What follows belongs to an exercise in optimizing a design on an open flow for small area and a short achievable clock period; a production flow would make more cautious choices. Only simulation tests tie the RTL to the original design; equivalence was not proved. Power is estimated from default activity; no workload was simulated.

build 81:
// rlwe_rec
module rlwe_rec (
    input  wire         clk,
    input  wire         rst,         
    input  wire         in_valid,
    input  wire         in_mode,     
    input  wire [127:0] in_x,        
    input  wire         in_bit,      
    input  wire [7:0]   in_r,        
    output reg          out_valid,
    output reg  [7:0]   out_r,       
    output reg          out_key      
);
Settings: LEC_CHECK=0, CAP_MARGIN=20, CORE_MARGIN=2, CORE_UTILIZATION=65, CTS_BUF_LIST=sky130_fd_sc_hd__clkbuf_4, PLACE_DENSITY=0.75, SLEW_MARGIN=20; clock period 15.0 ns.
standard.sh (not shown) runs the stock make flow with config.mk's settings and CLKGATE_MAP_FILE= SYNTH_SCRIPT=/design/flow/synth_recipe.tcl, a recipe that flattens the netlist after the stock synthesis.
==> flow/flow/run.sh <==
#!/bin/bash
set -e
export BUFFER_PORTS_ARGS="-buffer_cell sky130_fd_sc_hd__buf_1"
export SETUP_SLACK_MARGIN=11.0
export SETUP_MOVE_SEQUENCE="unbuffer,sizeup,swap"
export CTS_ARGS="-sink_clustering_enable -repair_clock_nets -buf_list sky130_fd_sc_hd__clkbuf_4 -dont_use_dummy_load -sink_clustering_size 8 -sink_clustering_max_diameter 50"
{
  echo "BUFFER_PORTS_ARGS=$BUFFER_PORTS_ARGS"
  echo "SETUP_SLACK_MARGIN=$SETUP_SLACK_MARGIN"
  echo "SETUP_MOVE_SEQUENCE=$SETUP_MOVE_SEQUENCE"
  echo "CTS_ARGS=$CTS_ARGS"
} > run.log
bash standard.sh > standard.log 2>&1
echo "standard.sh finished" >> run.log
Build 81: no failed stages, no open violations at the end
Edits applied to the flow inputs when going from build 81 to build 83:
Settings: removing CTS_BUF_LIST (formerly sky130_fd_sc_hd__clkbuf_4).
==> flow/run.sh (new file) <==
#!/bin/bash
# synth_recipe.tcl (not shown) runs the flow's synth.tcl, then flattens the netlist and writes it again
# the make line also repeats each setting of config.mk as NAME=value (left out here)
make -C /OpenROAD-flow-scripts/flow DESIGN_CONFIG=/design/flow/config.mk WORK_HOME=/design/flow/orfs CLKGATE_MAP_FILE= SYNTH_SCRIPT=/design/flow/synth_recipe.tcl finish
removed: flow/flow/run.sh
removed: flow/standard.sh
==> comparison <==
- Build 83 was carried through to the last stage, and its layout satisfied the timing, DRC and antenna checks.
- Routed wire in build 83 totals more than in build 81.
- s1_bh as the critical path launch point was reported by build 81, and in_r[6] by build 83.
- Going from build 81 to build 83, ratio of final minimum period to clock period went up by 6.4 points; final hold slack was more or less identical; part of the power in combinational logic went down by 6.9 points.
- NOTE standby leakage power build 81->build 83 increased by a little under 10%
- Flip-flop and latch area was lower in the run labelled build 83.
- Build 83 — met2 capacity usage during global routing 3.9 points higher, build 81 as reference
- Build 83 vs build 81 — global-route wire length before repair rose about 4%.
- Summary: with build 81 as the reference, non-clock buffer count in build 83 moved up by a few percent.
- Diff build 81 -> build 83 | clock group share of total power | increase of 8.6 points
### build 83 -> build 70
Settings: clearing PLACE_DENSITY, which used to be 0.75; swapping 65 for 40 in CORE_UTILIZATION.
==> flow/flow/run.sh (new file) <==
#!/bin/bash
# The standard layout (standard.sh: the standard flow's own synthesis, floorplan, place,
# CTS and route, unchanged), with one difference: the buffer that
# global placement puts on every input and output port is the small
# sky130_fd_sc_hd__buf_1 instead of the cell buffer_ports picks by itself.
# Every port still gets its own buffer.
set -e
export BUFFER_PORTS_ARGS="-buffer_cell sky130_fd_sc_hd__buf_1"
echo "BUFFER_PORTS_ARGS=$BUFFER_PORTS_ARGS" > run.log
bash standard.sh > standard.log 2>&1
echo "standard.sh finished" >> run.log
==> flow/standard.sh (new file) <==
#!/bin/bash
# synth_recipe.tcl (not shown) runs the flow's synth.tcl, then flattens the netlist and writes it again
# the make line also repeats each setting of config.mk as NAME=value (left out here)
make -C /OpenROAD-flow-scripts/flow DESIGN_CONFIG=/design/flow/config.mk WORK_HOME=/design/flow/orfs CLKGATE_MAP_FILE= SYNTH_SCRIPT=/design/flow/synth_recipe.tcl "${@:-finish}"
removed: flow/run.sh
[summary]
Build 70 against build 83: total clock buffers created by CTS picked up an extra 8.7%, die footprint increased by about 60% relative to the old numbers, maximum frequency went up 8.4%, setup slack climbed 0.44 ns.
Delta (build 70 minus build 83): placed cell count saw an increase, combinational share of power has decreased, largest net degree at the start of global routing grew by 6.
Looking at final instance area across both flows, build 70 is the stronger of the two, with build 83 trailing.
Delta (build 70 minus build 83): worst clock skew fell by 0.0061 ns; power attributed to combinational cells fell by about 7%.
diff inputs: build 70 => build 74
Settings: setting PLACE_DENSITY to 0.75 for the first time; changing CORE_UTILIZATION from 40 to 65; setting CTS_BUF_LIST to sky130_fd_sc_hd__clkbuf_4 for the first time.
==> flow/flow/run.sh <==
#!/bin/bash
set -e
export BUFFER_PORTS_ARGS="-buffer_cell sky130_fd_sc_hd__buf_1"
export SETUP_SLACK_MARGIN=10.75
export CTS_ARGS="-sink_clustering_enable -repair_clock_nets -buf_list sky130_fd_sc_hd__clkbuf_4 -dont_use_dummy_load -sink_clustering_size 8 -sink_clustering_max_diameter 50"
echo "BUFFER_PORTS_ARGS=$BUFFER_PORTS_ARGS" > run.log
echo "SETUP_SLACK_MARGIN=$SETUP_SLACK_MARGIN" >> run.log
bash standard.sh > standard.log 2>&1
echo "standard.sh finished" >> run.log
Findings:
Delta (build 74 minus build 70): fmax +about 13%, non-clock buffer count higher, initial antenna violation count barely changed, wire length per cell after detailed routing went up about 5.5%. Build 70 consumes more power than build 74. Compared to build 70, the router laid down less metal wire for build 74. Going from build 70 to build 74, clock-pin transition on the worst setup and hold timing paths increased by 0.03 ns relative to the old numbers, leakage power shrank by about 0.3%. Clock latency on the worst-skew pair in build 74 vs build 70: up 0.10 ns.


08-07:
rlwe_rec again, from the RTL that the note above started with.
export LEC_CHECK = 0
export CAP_MARGIN = 20
export CORE_MARGIN = 2
export CORE_UTILIZATION = 55
export CTS_BUF_LIST = sky130_fd_sc_hd__clkbuf_4
export PLACE_DENSITY = 0.7
export SLEW_MARGIN = 20
create_clock -name core_clock -period 15.0 [get_ports {clk}]
==> flow/flow/run.sh <==
#!/bin/bash
set -e
export BUFFER_PORTS_ARGS="-buffer_cell sky130_fd_sc_hd__buf_1"
export SETUP_SLACK_MARGIN=10.75
echo "BUFFER_PORTS_ARGS=$BUFFER_PORTS_ARGS" > run.log
echo "SETUP_SLACK_MARGIN=$SETUP_SLACK_MARGIN" >> run.log
bash standard.sh > standard.log 2>&1
echo "standard.sh finished" >> run.log
[inputs] 07-06 vs 08-07
- a change of CORE_UTILIZATION from 55 to 65
- a change of PLACE_DENSITY from 0.7 to 0.75
==> flow/flow/run.sh <==
#!/bin/bash
# The standard layout (standard.sh: the standard flow's own synthesis, floorplan, place,
# CTS and route, unchanged), with one difference: the buffer that
# global placement puts on every input and output port is the small
# sky130_fd_sc_hd__buf_1 instead of the cell buffer_ports picks by itself.
# Every port still gets its own buffer.
set -e
export BUFFER_PORTS_ARGS="-buffer_cell sky130_fd_sc_hd__buf_1"
export SETUP_SLACK_MARGIN=10.5
export RECOVER_POWER=100
echo "BUFFER_PORTS_ARGS=$BUFFER_PORTS_ARGS" > run.log
bash standard.sh > standard.log 2>&1
echo "standard.sh finished" >> run.log
### Flow results
07-06: all stages done; final checks FAILED (max-capacitance violations, max-slew violations). Row area growth from synthesis to layout: 07-06 lower / 08-07 higher. Total global routing track utilization, 08-07 and 07-06, lower one = 08-07. Comparing 08-07 and 07-06, the higher met2 track demand over resource was measured on 07-06. Die area on 07-06 is ahead of 08-07. Delta(total via count after detailed routing, 07-06 - 08-07) > 0. 07-06 has less setup slack than 08-07. Wire length: 07-06 < 08-07. 07-06 vs. 08-07: via count normalized by instance count went up by 3.5%. Slowest library cell on the worst path = a2111oi_0: 07-06; slowest library cell on the worst path = fa_1: 08-07.


## v11
Starting RTL as in the previous note.
==> flow/design.v (excerpt) <==
module rlwe_rec (
    input  wire         clk,
    input  wire         rst,         
    input  wire         in_valid,
    input  wire         in_mode,     
    input  wire [127:0] in_x,        
    input  wire         in_bit,      
    input  wire [7:0]   in_r,        
    output reg          out_valid,
    output reg  [7:0]   out_r,       
    output reg          out_key      
);
    integer j;
    function [3:0] kval;
        input [7:0] r;
        input integer jj;
        integer i;
        begin
            kval = 4'd0;
            for (i = 0; i < 16; i = i + 1)
                if ({(jj < 3) ? r[2*jj +: 2] : 2'd0, r[7:6]} == i)
                    kval = 2 * (i / 4) + (i % 4);
        end
    endfunction
    function [4:0] k3val;
        input [7:0] r;
        input integer jj;
        integer i;
        begin
            k3val = 5'd0;
            for (i = 0; i < 16; i = i + 1)
                if ({(jj < 3) ? r[2*jj +: 2] : 2'd0, r[7:6]} == i)
                    k3val = 3 * (2 * (i / 4) + (i % 4));
        end
    endfunction
    reg               s0_valid;
    reg               s0_mode;
    reg               s0_bit;
    reg        [7:0]  s0_r;
    reg signed [8:0]  s0_th  [0:3];
    reg        [8:0]  s0_xl  [0:3];
    reg        [3:0]  s0_ovf;
    reg        [3:0]  s0_neg;
    always @(posedge clk) begin
        if (rst)
            s0_valid <= 1'b0;
        else
            s0_valid <= in_valid;
        s0_mode <= in_mode;
        s0_bit  <= in_bit;
        s0_r    <= in_r;
        for (j = 0; j < 4; j = j + 1) begin
            s0_th[j]  <= $signed({in_x[32*j+31], in_x[32*j+9 +: 7]})
                         - $signed({4'd0, in_mode ? k3val(in_r, j) : 5'd0});
            s0_xl[j]  <= in_x[32*j +: 9];
            s0_ovf[j] <= ~((in_x[32*j+16 +: 16] == 16'h0000) |
  ...
export LEC_CHECK = 0
export CAP_MARGIN = 20
export CORE_MARGIN = 2
export CORE_UTILIZATION = 65
export CTS_BUF_LIST = sky130_fd_sc_hd__clkbuf_4
export PLACE_DENSITY = 0.75
export SLEW_MARGIN = 20
export TNS_END_PERCENT = 0
create_clock -name core_clock -period 15.0 [get_ports {clk}]
==> flow/flow/run.sh <==
#!/bin/bash
set -e
export BUFFER_PORTS_ARGS="-buffer_cell sky130_fd_sc_hd__buf_1"
export SETUP_SLACK_MARGIN=10.75
export SETUP_MOVE_SEQUENCE="unbuffer,sizeup,swap"
export CTS_ARGS="-sink_clustering_enable -repair_clock_nets -buf_list sky130_fd_sc_hd__clkbuf_4 -dont_use_dummy_load -sink_clustering_size 8 -sink_clustering_max_diameter 50"
{
  echo "BUFFER_PORTS_ARGS=$BUFFER_PORTS_ARGS"
  echo "SETUP_SLACK_MARGIN=$SETUP_SLACK_MARGIN"
  echo "SETUP_MOVE_SEQUENCE=$SETUP_MOVE_SEQUENCE"
  echo "CTS_ARGS=$CTS_ARGS"
} > run.log
bash standard.sh > standard.log 2>&1
echo "standard.sh finished" >> run.log
v11: done, clean on timing, DRC and antenna
Edits applied to the flow inputs when going from v11 to v33:
# v11
export LEC_CHECK = 0
export CAP_MARGIN = 20
export CORE_MARGIN = 2
export CORE_UTILIZATION = 65
export CTS_BUF_LIST = sky130_fd_sc_hd__clkbuf_4
export PLACE_DENSITY = 0.75
export SLEW_MARGIN = 20
export TNS_END_PERCENT = 0
create_clock -name core_clock -period 15.0 [get_ports {clk}]
# v33
export LEC_CHECK = 0
export CAP_MARGIN = 20
export CORE_MARGIN = 2
export CORE_UTILIZATION = 65
export CTS_BUF_LIST = sky130_fd_sc_hd__clkbuf_4
export PLACE_DENSITY = 0.75
export SLEW_MARGIN = 20
export TNS_END_PERCENT = 10
create_clock -name core_clock -period 15.0 [get_ports {clk}]
--- outcome ---
v33: flow completed, timing, DRC and antenna clean
Comparing v11 and v33, the higher worst max-slew margin expressed relative to the limit was measured on v11.
The layout buffering overhead excluding clock cells was comparable across v11 and v33.
The post-DP HPWL of v11 and that of v33 are within noise of each other.
v11 → v33: data required time at the worst endpoint decreased by 0.08 ns relative to the old numbers, number of DRC markers after the initial detailed-route iteration has increased, global-route track usage on met1 moved up, fraction of power consumed by combinational cells shrank by 0.9 points.
v11 -> v33: net switching power decreased slightly
Here is what was changed in the inputs of v42 compared with v33.
# v33
export LEC_CHECK = 0
export CAP_MARGIN = 20
export CORE_MARGIN = 2
export CORE_UTILIZATION = 65
export CTS_BUF_LIST = sky130_fd_sc_hd__clkbuf_4
export PLACE_DENSITY = 0.75
export SLEW_MARGIN = 20
export TNS_END_PERCENT = 10
create_clock -name core_clock -period 15.0 [get_ports {clk}]
# v42
export LEC_CHECK = 0
export CAP_MARGIN = 20
export CORE_MARGIN = 2
export CORE_UTILIZATION = 65
export CTS_BUF_LIST = sky130_fd_sc_hd__clkbuf_4
export PLACE_DENSITY = 0.75
export SLEW_MARGIN = 20
create_clock -name core_clock -period 15.0 [get_ports {clk}]
-- flow/flow/run.sh --
<<< v33, line 4
export SETUP_SLACK_MARGIN=10.75
export SETUP_MOVE_SEQUENCE="unbuffer,sizeup,swap"
>>> v42, line 4
export SETUP_SLACK_MARGIN=10.5
<<< v33, line 10
  echo "SETUP_MOVE_SEQUENCE=$SETUP_MOVE_SEQUENCE"
>>> v42, line 9
## What came out
In summary, v42 completed successfully, with a layout that passed the timing, DRC and antenna checks. v33 → v42: internal portion of total power now larger, power attributed to combinational cells now larger, final period utilization now larger, total power now larger, proportion of synthesized area in mux cells comparable.
Relative to v42, the following input files were edited for v7:
==> flow/run.sh (new file) <==
#!/bin/bash
# synth_recipe.tcl (not shown) runs the flow's synth.tcl, then flattens the netlist and writes it again
# the make line also repeats each setting of config.mk as NAME=value (left out here)
make -C /OpenROAD-flow-scripts/flow DESIGN_CONFIG=/design/flow/config.mk WORK_HOME=/design/flow/orfs CLKGATE_MAP_FILE= SYNTH_SCRIPT=/design/flow/synth_recipe.tcl finish
removed: flow/flow/run.sh
removed: flow/standard.sh
[summary]
- Every run in the comparison, v7 and v42, completed the flow with a clean layout.
- Side by side, routed wire length turned out lower in v7 than in v42.
- Looking at global-route usage across v7 and v42, the one that comes out higher is v7.
- Area added between synthesis and finish in v7 vs v42: up 3.5 points
- Between v42 and v7, clock latency on the worst-skew pair increased.
- Power: v7 draws less than v42
- Diff v7 and v42: worst setup slack higher in v42
diff inputs: v7 => v12
# v7
export LEC_CHECK = 0
export CAP_MARGIN = 20
export CORE_MARGIN = 2
export CORE_UTILIZATION = 65
export CTS_BUF_LIST = sky130_fd_sc_hd__clkbuf_4
export PLACE_DENSITY = 0.75
export SLEW_MARGIN = 20
create_clock -name core_clock -period 15.0 [get_ports {clk}]
# v12
export LEC_CHECK = 0
export CAP_MARGIN = 20
export CORE_MARGIN = 2
export CORE_UTILIZATION = 65
export CTS_BUF_LIST = sky130_fd_sc_hd__clkbuf_4
export PLACE_DENSITY = 0.75
export SLEW_MARGIN = 20
export TNS_END_PERCENT = 10
create_clock -name core_clock -period 15.0 [get_ports {clk}]
==> flow/flow/run.sh (new file) <==
#!/bin/bash
set -e
export BUFFER_PORTS_ARGS="-buffer_cell sky130_fd_sc_hd__buf_1"
export SETUP_SLACK_MARGIN=10.75
export CTS_ARGS="-sink_clustering_enable -repair_clock_nets -buf_list sky130_fd_sc_hd__clkbuf_4 -dont_use_dummy_load -sink_clustering_size 8 -sink_clustering_max_diameter 50"
{
  echo "BUFFER_PORTS_ARGS=$BUFFER_PORTS_ARGS"
  echo "SETUP_SLACK_MARGIN=$SETUP_SLACK_MARGIN"
  echo "CTS_ARGS=$CTS_ARGS"
} > run.log
bash standard.sh > standard.log 2>&1
echo "standard.sh finished" >> run.log
==> flow/standard.sh (new file) <==
#!/bin/bash
# synth_recipe.tcl (not shown) runs the flow's synth.tcl, then flattens the netlist and writes it again
# the make line also repeats each setting of config.mk as NAME=value (left out here)
make -C /OpenROAD-flow-scripts/flow DESIGN_CONFIG=/design/flow/config.mk WORK_HOME=/design/flow/orfs CLKGATE_MAP_FILE= SYNTH_SCRIPT=/design/flow/synth_recipe.tcl "${@:-finish}"
removed: flow/run.sh
Setup slack in v12 is larger than in v7.
Routed wire length ended up 2.6% lower on v12 than on v7.
Comparing v7 and v12, the lower layout overhead on the synthesized area was measured on v12.
Sum of internal, switching and leakage power, v12 vs v7: up slightly
Diff v7 -> v12: placed standard-cell area went down; power density of the placed cells went up by about 6%; via count decreased 250; number of buffers and inverters on the critical path increased 4; logic depth of the worst path, buffers included rose by 5.

separate check: timing with driven ports:
No port has a modelled driver above. Below, the same layouts with a new extraction and two added sets of constraints.
Step 1, drivers: a clkbuf_16 drives clk and a buf_2 each remaining input, both assumed.
Step 2 adds t to the input delays and takes it off the output delays; t is the mean of the earliest and latest rising clock arrival at the registers after step 1. Input paths then give back, and output paths get back, about the clock's delay inside the block.
Three values: ideal, step 1, step 2; two values: the first two.
run | t (ns) | setup WS [ns] | worst setup path after step 2 | latest minus earliest clock arrival (ns) | pins driven straight from the clock port
build 81 | 0.732 | 10.312 / 10.312 / 9.705 | input to register | 0.042 / 0.043 | 1
build 83 | 0.560 | 9.352 / 9.383 / 8.823 | input to register | 0.023 / 0.024 | 1
build 70 | 0.589 | 9.789 / 9.816 / 9.228 | input to register | 0.016 / 0.015 | 1
build 74 | 0.647 | 10.391 / 10.383 / 9.736 | input to register | 0.073 / 0.074 | 1
08-07 | 0.742 | 10.372 / 10.372 / 9.731 | input to register | 0.061 / 0.061 | 1
07-06 | 0.714 | 9.102 / 9.102 / 8.995 | input to register | 0.040 / 0.041 | 1
v11 | 0.725 | 10.249 / 10.275 / 9.551 | input to register | 0.105 / 0.105 | 1
v33 | 0.637 | 10.302 / 10.302 / 9.744 | input to register | 0.086 / 0.087 | 1
v42 | 0.633 | 10.264 / 10.260 / 9.628 | input to register | 0.067 / 0.067 | 1
v7 | 0.733 | 9.557 / 9.580 / 8.847 | input to register | 0.048 / 0.048 | 1
v12 | 0.636 | 10.272 / 10.272 / 9.731 | input to register | 0.085 / 0.086 | 1
The setup slack of v7, which loses most, moves by +0.023 ns with the drivers and by -0.710 ns with both steps.
